What follows belongs to an exercise in optimizing a design on an open flow for small area, a short achievable clock period and few clock cycles; a production flow would make more cautious choices. Function was checked by simulation only, so behaviour that the tests miss may differ from the original. Power figures rest on the tool's default switching activity, not on a simulated workload.

==> trial 68 <==
==> flow/design.v <==
module upc_decoder (
    input  wire        clk,
    input  wire        rst,         
    input  wire [2:0]  cmd,
    output wire        done,        
    output wire        ok,          
    output reg  [2:0]  err,         
    output reg  [9:0]  len,         
    output wire [9:0]  bw,          
    output wire        rev,         
    output wire [9:0]  e_win,       
    output wire [9:0]  e_bw,        
    output wire [2:0]  gfail,       
    output reg  [1:0]  e_which,     
    output reg         e_side,      
    output reg  [6:0]  e_val,       
    output reg  [47:0] dig,         
    output reg  [7:0]  csum         
);
    localparam LIFO_N = 16;
    wire [1:0] op = cmd[2:1];
    reg idle, busy, done_r, ok_r;
    assign done = done_r;
    assign ok   = ok_r;
    wire acc_clear = (op == 2'b01) && (idle || done_r);
    wire acc_push  = (op == 2'b10) && idle && !len[9];
    wire acc_start = (op == 2'b11) && idle;
    reg push_q, pix_q, start_q, init_q;
    wire fin;                       
    wire fin_ok;                    
    always @(posedge clk) begin
        if (rst) begin
            idle   <= 1'b1;
            busy   <= 1'b0;
            done_r <= 1'b0;
            ok_r   <= 1'b0;
            len    <= 10'd0;
        end else begin
            if (acc_clear) begin
                done_r <= 1'b0;
                ok_r   <= 1'b0;
                len    <= 10'd0;
            end
            if (acc_push)
                len <= len + 10'd1;
            if (acc_start) begin
                idle <= 1'b0;
                busy <= 1'b1;
            end
            if (busy && fin) begin
                busy   <= 1'b0;
                done_r <= 1'b1;
                ok_r   <= fin_ok;
            end
            if (acc_clear)
                idle <= 1'b1;
        end
        push_q  <= !rst && acc_push;
        pix_q   <= cmd[0];
        start_q <= !rst && acc_start;
        init_q  <= rst || acc_clear;
    end
    reg [511:0] slb;
    reg         rot;
    always @(posedge clk) begin
        if (push_q || rot)
            slb <= {slb[510:0], push_q ? pix_q : slb[511]};
    end
    localparam [2:0] M_PUSH = 3'd0,     
                     M_RES  = 3'd1,     
                     M_LIFO = 3'd2,     
                     M_DIV  = 3'd3,     
                     M_ROT  = 3'd4,     
                     M_END  = 3'd5;
    reg [2:0]  mode;
    reg        fbm;                 
    reg        lead;                
    reg [9:0]  w;                   
    reg [9:0]  rem;                 
    reg        atb;                 
    reg        wfirst, wmix;
    reg [9:0]  f;                   
    reg [9:0]  since;               
    reg [9:0]  emix;                
    reg        mix_any, mix39, win9, par;
    reg [9:0]  t;                   
    reg        revr;                
    reg        misal;               
    reg [4:0]  li;                  
    reg        g_s, g_c, g_e;
    reg [6:0]  cw;
    reg        lk, lk_side;
    reg [3:0]  slot;
    reg        unk;
    wire lifo_go = (mode == M_LIFO);
    wire rot_go  = (mode == M_ROT) && (t >= emix);
    wire step    = (mode == M_PUSH) ? push_q : (lifo_go || rot_go);
    wire p       = (mode == M_PUSH) ? pix_q :
                   (mode == M_LIFO) ? slb[{5'd0, li[3:0]}] : slb[511];
    wire        first   = lead || atb;
    wire [9:0]  rem_cur = first ? w : rem;
    wire        cmpl    = (rem_cur == 10'd1);
    wire        wf_cur  = first ? p : wfirst;
    wire        mixed   = !first && (wmix || (p != wfirst));
    wire        wstep   = step && !(lead && p);    
    wire        ev      = wstep && cmpl;           
    wire        val     = wf_cur;
    wire        in39    = (mode == M_PUSH) && (f >= 10'd3) && (f <= 10'd9);
    function [4:0] sym_l;           
        input [6:0] c;
        case (c)
            7'd13: sym_l = 5'h10;  7'd25: sym_l = 5'h11;
            7'd19: sym_l = 5'h12;  7'd61: sym_l = 5'h13;
            7'd35: sym_l = 5'h14;  7'd49: sym_l = 5'h15;
            7'd47: sym_l = 5'h16;  7'd59: sym_l = 5'h17;
            7'd55: sym_l = 5'h18;  7'd11: sym_l = 5'h19;
            default: sym_l = 5'h00;
        endcase
    endfunction
    function [4:0] sym_r;
        input [6:0] c;
        case (c)
            7'd114: sym_r = 5'h10; 7'd102: sym_r = 5'h11;
            7'd108: sym_r = 5'h12; 7'd66:  sym_r = 5'h13;
            7'd92:  sym_r = 5'h14; 7'd78:  sym_r = 5'h15;
            7'd80:  sym_r = 5'h16; 7'd68:  sym_r = 5'h17;
            7'd72:  sym_r = 5'h18; 7'd116: sym_r = 5'h19;
            default: sym_r = 5'h00;
        endcase
    endfunction
    wire [6:0] cw_v   = revr ? {cw[0], cw[1], cw[2], cw[3], cw[4], cw[5], cw[6]} : cw;
    wire       side_v = lk_side ^ revr;            
    wire [4:0] sym_v  = side_v ? sym_r(cw_v) : sym_l(cw_v);
    wire [3:0] pos    = revr ? (4'd11 - slot) : slot;
    wire       w3     = ~(slot[0] ^ revr);
    wire [7:0] dval   = {4'd0, sym_v[3:0]};
    wire [7:0] csum_n = csum + dval + (w3 ? {dval[6:0], 1'b0} : 8'd0);
    wire       c10   = (csum == 8'd0)   || (csum == 8'd10)  || (csum == 8'd20)  ||
                       (csum == 8'd30)  || (csum == 8'd40)  || (csum == 8'd50)  ||
                       (csum == 8'd60)  || (csum == 8'd70)  || (csum == 8'd80)  ||
                       (csum == 8'd90)  || (csum == 8'd100) || (csum == 8'd110) ||
                       (csum == 8'd120) || (csum == 8'd130) || (csum == 8'd140) ||
                       (csum == 8'd150) || (csum == 8'd160) || (csum == 8'd170) ||
                       (csum == 8'd180) || (csum == 8'd190) || (csum == 8'd200) ||
                       (csum == 8'd210);
    wire [2:0] gf_v  = revr ? {g_s, g_c, g_e} : {g_e, g_c, g_s};
    wire       f95   = (f == 10'd95);
    reg  [2:0] r_err;
    reg        r_rev;
    reg        r_win;               
    reg        r_g;                 
    reg        r_fb;                
    reg        r_bwt;               
    always @(*) begin
        r_bwt = 1'b0;
        r_err = 3'd0;
        r_rev = 1'b0;
        r_win = 1'b0;
        r_g   = 1'b0;
        r_fb  = 1'b0;
        if (w == 10'd0) begin
            r_err = 3'd1;
        end else if (!win9) begin
            r_err = 3'd3;
        end else if (mix39) begin
            r_err = 3'd2;
        end else if (!revr) begin
            if (mix_any)            r_err = 3'd2;
            else if (!atb || !f95)  r_err = 3'd3;
            else                    r_g = 1'b1;
        end else begin
            r_rev = 1'b1;
            if (!fbm && t == 10'd0) begin
                r_err = 3'd1;
            end else if (fbm || (t == w && atb)) begin
                r_win = 1'b1;
                if (mix_any)              r_err = 3'd2;
                else if (misal || !f95)   r_err = 3'd3;
                else                      r_g = 1'b1;
            end else if (t == 10'd1 && len != 10'd95) begin
                r_err = 3'd3;       
                r_bwt = 1'b1;
            end else begin
                r_fb = 1'b1;
            end
        end
        if (r_g) begin
            if (gf_v != 3'd0)   r_err = 3'd4;
            else if (unk)       r_err = 3'd5;
            else if (!c10)      r_err = 3'd6;
        end
    end
    wire lifo_hit  = ev && mixed;
    wire lifo_last = (li == LIFO_N - 1) || ({5'd0, li} == len - 10'd1);
    wire res  = (mode == M_RES);
    assign fin = (res && !r_fb) || (mode == M_LIFO && lifo_hit);
    assign fin_ok = res && (r_err == 3'd0);
    assign bw    = w;
    assign rev   = revr;
    assign e_win = emix;
    assign e_bw  = t;
    assign gfail = {g_e, g_c, g_s};
    integer d;
    always @(posedge clk) begin
        lk <= 1'b0;
        if (init_q) begin
            mode    <= M_PUSH;
            fbm     <= 1'b0;
            lead    <= 1'b1;
            w       <= 10'd0;
            atb     <= 1'b1;
            f       <= 10'd1;
            since   <= 10'd0;
            mix_any <= 1'b0;
            mix39   <= 1'b0;
            win9    <= 1'b0;
            par     <= 1'b0;
            t       <= 10'd0;
            revr    <= 1'b0;
            misal   <= 1'b0;
            g_s     <= 1'b0;
            g_c     <= 1'b0;
            g_e     <= 1'b0;
            slot    <= 4'd0;
            unk     <= 1'b0;
            csum    <= 8'd0;
            rot     <= 1'b0;
        end else begin
            if (step && lead && p)
                w <= w + 10'd1;
            if (step && p != 1'b1 && lead)
                lead <= 1'b0;
            if (mode == M_PUSH && push_q)
                t <= pix_q ? t + 10'd1 : 10'd0;
            if (wstep) begin
                atb    <= cmpl;
                rem    <= rem_cur - 10'd1;
                wfirst <= wf_cur;
                wmix   <= mixed;
            end
            if (ev) begin
                f <= f + 10'd1;
                if (mixed) begin
                    mix_any <= 1'b1;
                    since   <= 10'd0;
                    if (!mix_any || (in39 && !mix39))
                        emix <= f;
                    if (in39)
                        mix39 <= 1'b1;
                end else begin
                    since <= since + 10'd1;
                end
                if (mode == M_PUSH && f >= 10'd3 && f <= 10'd9)
                    par <= par ^ val;
                if (mode == M_PUSH && f == 10'd9) begin
                    win9 <= 1'b1;
                    revr <= ~(par ^ val);
                end
                if (f <= 10'd2 && val != (f[0] ^ 1'b1))
                    g_s <= 1'b1;
                if (f >= 10'd45 && f <= 10'd49 && val != (f == 10'd46 || f == 10'd48))
                    g_c <= 1'b1;
                if (f >= 10'd92 && f <= 10'd94 && val != (f != 10'd93))
                    g_e <= 1'b1;
                cw <= {cw[5:0], val};
                if (f == 10'd9  || f == 10'd16 || f == 10'd23 || f == 10'd30 ||
                    f == 10'd37 || f == 10'd44) begin
                    lk      <= 1'b1;
                    lk_side <= 1'b0;
                end
                if (f == 10'd56 || f == 10'd63 || f == 10'd70 || f == 10'd77 ||
                    f == 10'd84 || f == 10'd91) begin
                    lk      <= 1'b1;
                    lk_side <= 1'b1;
                end
            end
            if (lk) begin
                for (d = 0; d < 12; d = d + 1)
                    if (pos == d[3:0]) dig[4*d +: 4] <= sym_v[3:0];
                if (!sym_v[4] && (revr || !unk)) begin
                    unk    <= 1'b1;
                    e_side <= side_v;
                    e_val  <= cw_v;
                end
                csum <= csum_n;
                slot <= slot + 4'd1;
            end
            case (mode)
            M_PUSH: if (start_q) mode <= M_RES;
            M_RES: begin
                if (r_fb) begin
                    mode    <= M_LIFO;
                    w       <= t;
                    lead    <= 1'b0;
                    atb     <= 1'b1;
                    f       <= 10'd0;
                    mix_any <= 1'b0;
                    li      <= 5'd0;
                end else begin
                    mode    <= M_END;
                    err     <= r_err;
                    revr    <= r_rev;
                    if (r_bwt) w <= t;
                    emix    <= (r_err != 3'd2) ? 10'd0 : (r_win ? since : emix);
                    t       <= (r_err == 3'd2) ? w : 10'd0;
                    if (!r_g) begin
                        g_s <= 1'b0;
                        g_c <= 1'b0;
                        g_e <= 1'b0;
                    end else if (revr) begin
                        g_s <= g_e;
                        g_e <= g_s;
                    end
                    e_which <= (r_err != 3'd4) ? 2'd0 :
                               gf_v[0] ? 2'd0 : gf_v[1] ? 2'd1 : 2'd2;
                    if (r_err != 3'd5) begin
                        e_side <= 1'b0;
                        e_val  <= 7'd0;
                    end
                    if (r_err != 3'd0 && r_err != 3'd6) begin
                        dig  <= 48'd0;
                        csum <= 8'd0;
                    end
                end
            end
            M_LIFO: begin
                li <= li + 5'd1;
                if (lifo_hit) begin
                    mode    <= M_END;
                    err     <= 3'd2;
                    emix    <= f;
                    t       <= w;
                    g_s     <= 1'b0;
                    g_c     <= 1'b0;
                    g_e     <= 1'b0;
                    e_which <= 2'd0;
                    e_side  <= 1'b0;
                    e_val   <= 7'd0;
                    dig     <= 48'd0;
                    csum    <= 8'd0;
                end else if (lifo_last) begin
                    mode <= M_DIV;
                    rem  <= len;
                end
            end
            M_DIV: begin
                if (rem >= w) begin
                    rem <= rem - w;
                end else begin
                    mode    <= M_ROT;
                    misal   <= (rem != 10'd0);
                    emix    <= 10'd512 - len + rem;    
                    t       <= 10'd0;                   
                    rot     <= 1'b1;
                    fbm     <= 1'b1;
                    atb     <= 1'b1;
                    f       <= 10'd0;
                    since   <= 10'd0;
                    mix_any <= 1'b0;
                    g_s     <= 1'b0;
                    g_c     <= 1'b0;
                    g_e     <= 1'b0;
                    slot    <= 4'd0;
                    unk     <= 1'b0;
                    csum    <= 8'd0;
                end
            end
            M_ROT: begin
                t <= t + 10'd1;
                if (t == 10'd511) begin
                    rot  <= 1'b0;
                    mode <= M_RES;
                end
            end
            default: ;
            endcase
        end
    end
endmodule
==> flow/flow/run.sh <==
#!/bin/bash
# Standard layout (the standard.sh: the standard synthesis and ORFS flow),
# with the port buffers as buf_2 cells and repair_timing asked for more setup
# margin than the clock period needs. The constraints are the design's.
set -euo pipefail
bash standard.sh \
  "SETUP_SLACK_MARGIN=7" \
  "BUFFER_PORTS_ARGS=-buffer_cell sky130_fd_sc_hd__buf_2" \
  finish > make_finish.log 2>&1
==> flow/standard.sh <==
#!/bin/bash
# synth_recipe.tcl (not shown) runs the flow's synth.tcl, then flattens the netlist and writes it again
# the make line also repeats each setting of config.mk as NAME=value (left out here)
make -C /OpenROAD-flow-scripts/flow DESIGN_CONFIG=/design/flow/config.mk WORK_HOME=/design/flow/orfs CLKGATE_MAP_FILE= SYNTH_SCRIPT=/design/flow/synth_recipe.tcl "${@:-finish}"
==> flow/config.mk <==
export PLATFORM = sky130hd
export DESIGN_NAME = upc_decoder
export DESIGN_NICKNAME = upc_decoder
export VERILOG_FILES = /design/flow/design.v
export SDC_FILE = /design/flow/constraint.sdc
export NUM_CORES = 4
export LEC_CHECK = 0
export CAP_MARGIN = 20
export CORE_MARGIN = 2
export CORE_UTILIZATION = 40
export SLEW_MARGIN = 20
==> flow/constraint.sdc <==
create_clock -name core_clock -period 11.0 [get_ports {clk}]
set_input_delay 2.2000 -clock core_clock [delete_from_list [all_inputs] [get_ports {clk}]]
set_output_delay 2.2000 -clock core_clock [all_outputs]
set_load 0.01 [all_outputs]
==> inputs of build 92, as changes to trial 68 <==
==> flow/run.sh (new file) <==
#!/bin/bash
# synth_recipe.tcl (not shown) runs the flow's synth.tcl, then flattens the netlist and writes it again
# the make line also repeats each setting of config.mk as NAME=value (left out here)
make -C /OpenROAD-flow-scripts/flow DESIGN_CONFIG=/design/flow/config.mk WORK_HOME=/design/flow/orfs CLKGATE_MAP_FILE= SYNTH_SCRIPT=/design/flow/synth_recipe.tcl finish
removed: flow/flow/run.sh
removed: flow/standard.sh
==> run summary <==
Post-Place Setup Slack 6.03 ns; VDD IR max 120 µV; worst path cell trace buf_4 > nor3b_2 > a211oi_1 > a21o_1 > a221oi_2 > o21ai_2 > o22ai_4 > buf_12 > inv_4 > fa_1 > inv_1 > ha_2 > fa_2 > a21o_1 > a21oi_2 > nor2b_1 > o211ai_1 > xnor2_1 > nor3_1; worst hold start slb[237]; detailed-route via count roughly 17000; hold slack 0.406 ns; nets 2283; fin util 0.466; Area Growth Syn to Fin 15.7%; status complete, no violations; fin worst setup slack 7.07 ns; Multi-input gate area 8090 µm²; setup repair after global routing missed its margin yes; CP required 11.47 ns; Clock Latency Late Sink 0.61 ns; layout cells sized above 1 0.158; GRT met3 Usage 0.0271; Psw roughly 1200 µW
[end of results for trial 68]
==> run summary <==
Clock Latency Late Sink ~0.63 ns; worst hold start slb[336]; fin util 0.465; hold slack slightly above 0.4 ns; layout cells sized above 1 0.0733; nets ~2300; Multi-input gate area 7890 µm²; Psw 1240 µW; detailed-route via count 17200; CP required 11.48 ns; setup repair after global routing missed its margin no; fin worst setup slack approximately 5.9 ns; status complete, no violations; GRT met3 Usage 0.0287; worst path cell trace clkinv_1 > o21ai_0 > nand2_1 > a221o_1 > o221ai_1 > o21a_1 > inv_1 > nor3_1 > fa_1 > ha_1 > a21o_1 > a21oi_1 > nor2b_1 > o211ai_1 > xnor2_1 > nor3_1; VDD IR max 145 µV
[end of results for build 92]
Testbench counts of trial 68, summed over its fixed seeds: cycles 47,400.
Testbench counts of build 92, summed over its fixed seeds: cycles 47,400.

==> what the ideal ports hide <==
How much do the figures lean on ideal ports? The routed layouts below were timed once more, with nothing changed but the port constraints. Step 1, drivers: a clkbuf_16 drives clk and a buf_2 each remaining input, both assumed. Step 2 times the ports against the registers' clock, not the clock port: input delays grow and output delays shrink by t, the midpoint of the rising clock arrivals with the driver on. Slacks: ideal / step 1 / step 2; pairs: ideal / step 1.
| run | shift t [ns] | slack for setup (ns) | hold slack, ns | slew at the worst register clock pin (ns) |
|---|---|---|---|---|
| trial 68 | 0.661 | 7.067 / 7.067 / 6.835 | 0.406 / 0.406 / 0.406 | 0.06 / 0.06 |
| build 92 | 0.674 | 5.884 / 5.884 / 5.884 | 0.408 / 0.408 / 0.408 | 0.07 / 0.07 |
After both steps every run listed still meets setup and hold. For trial 68, which loses most, drivers alone change the setup slack by 0.000 ns; drivers and shift together by -0.232 ns.
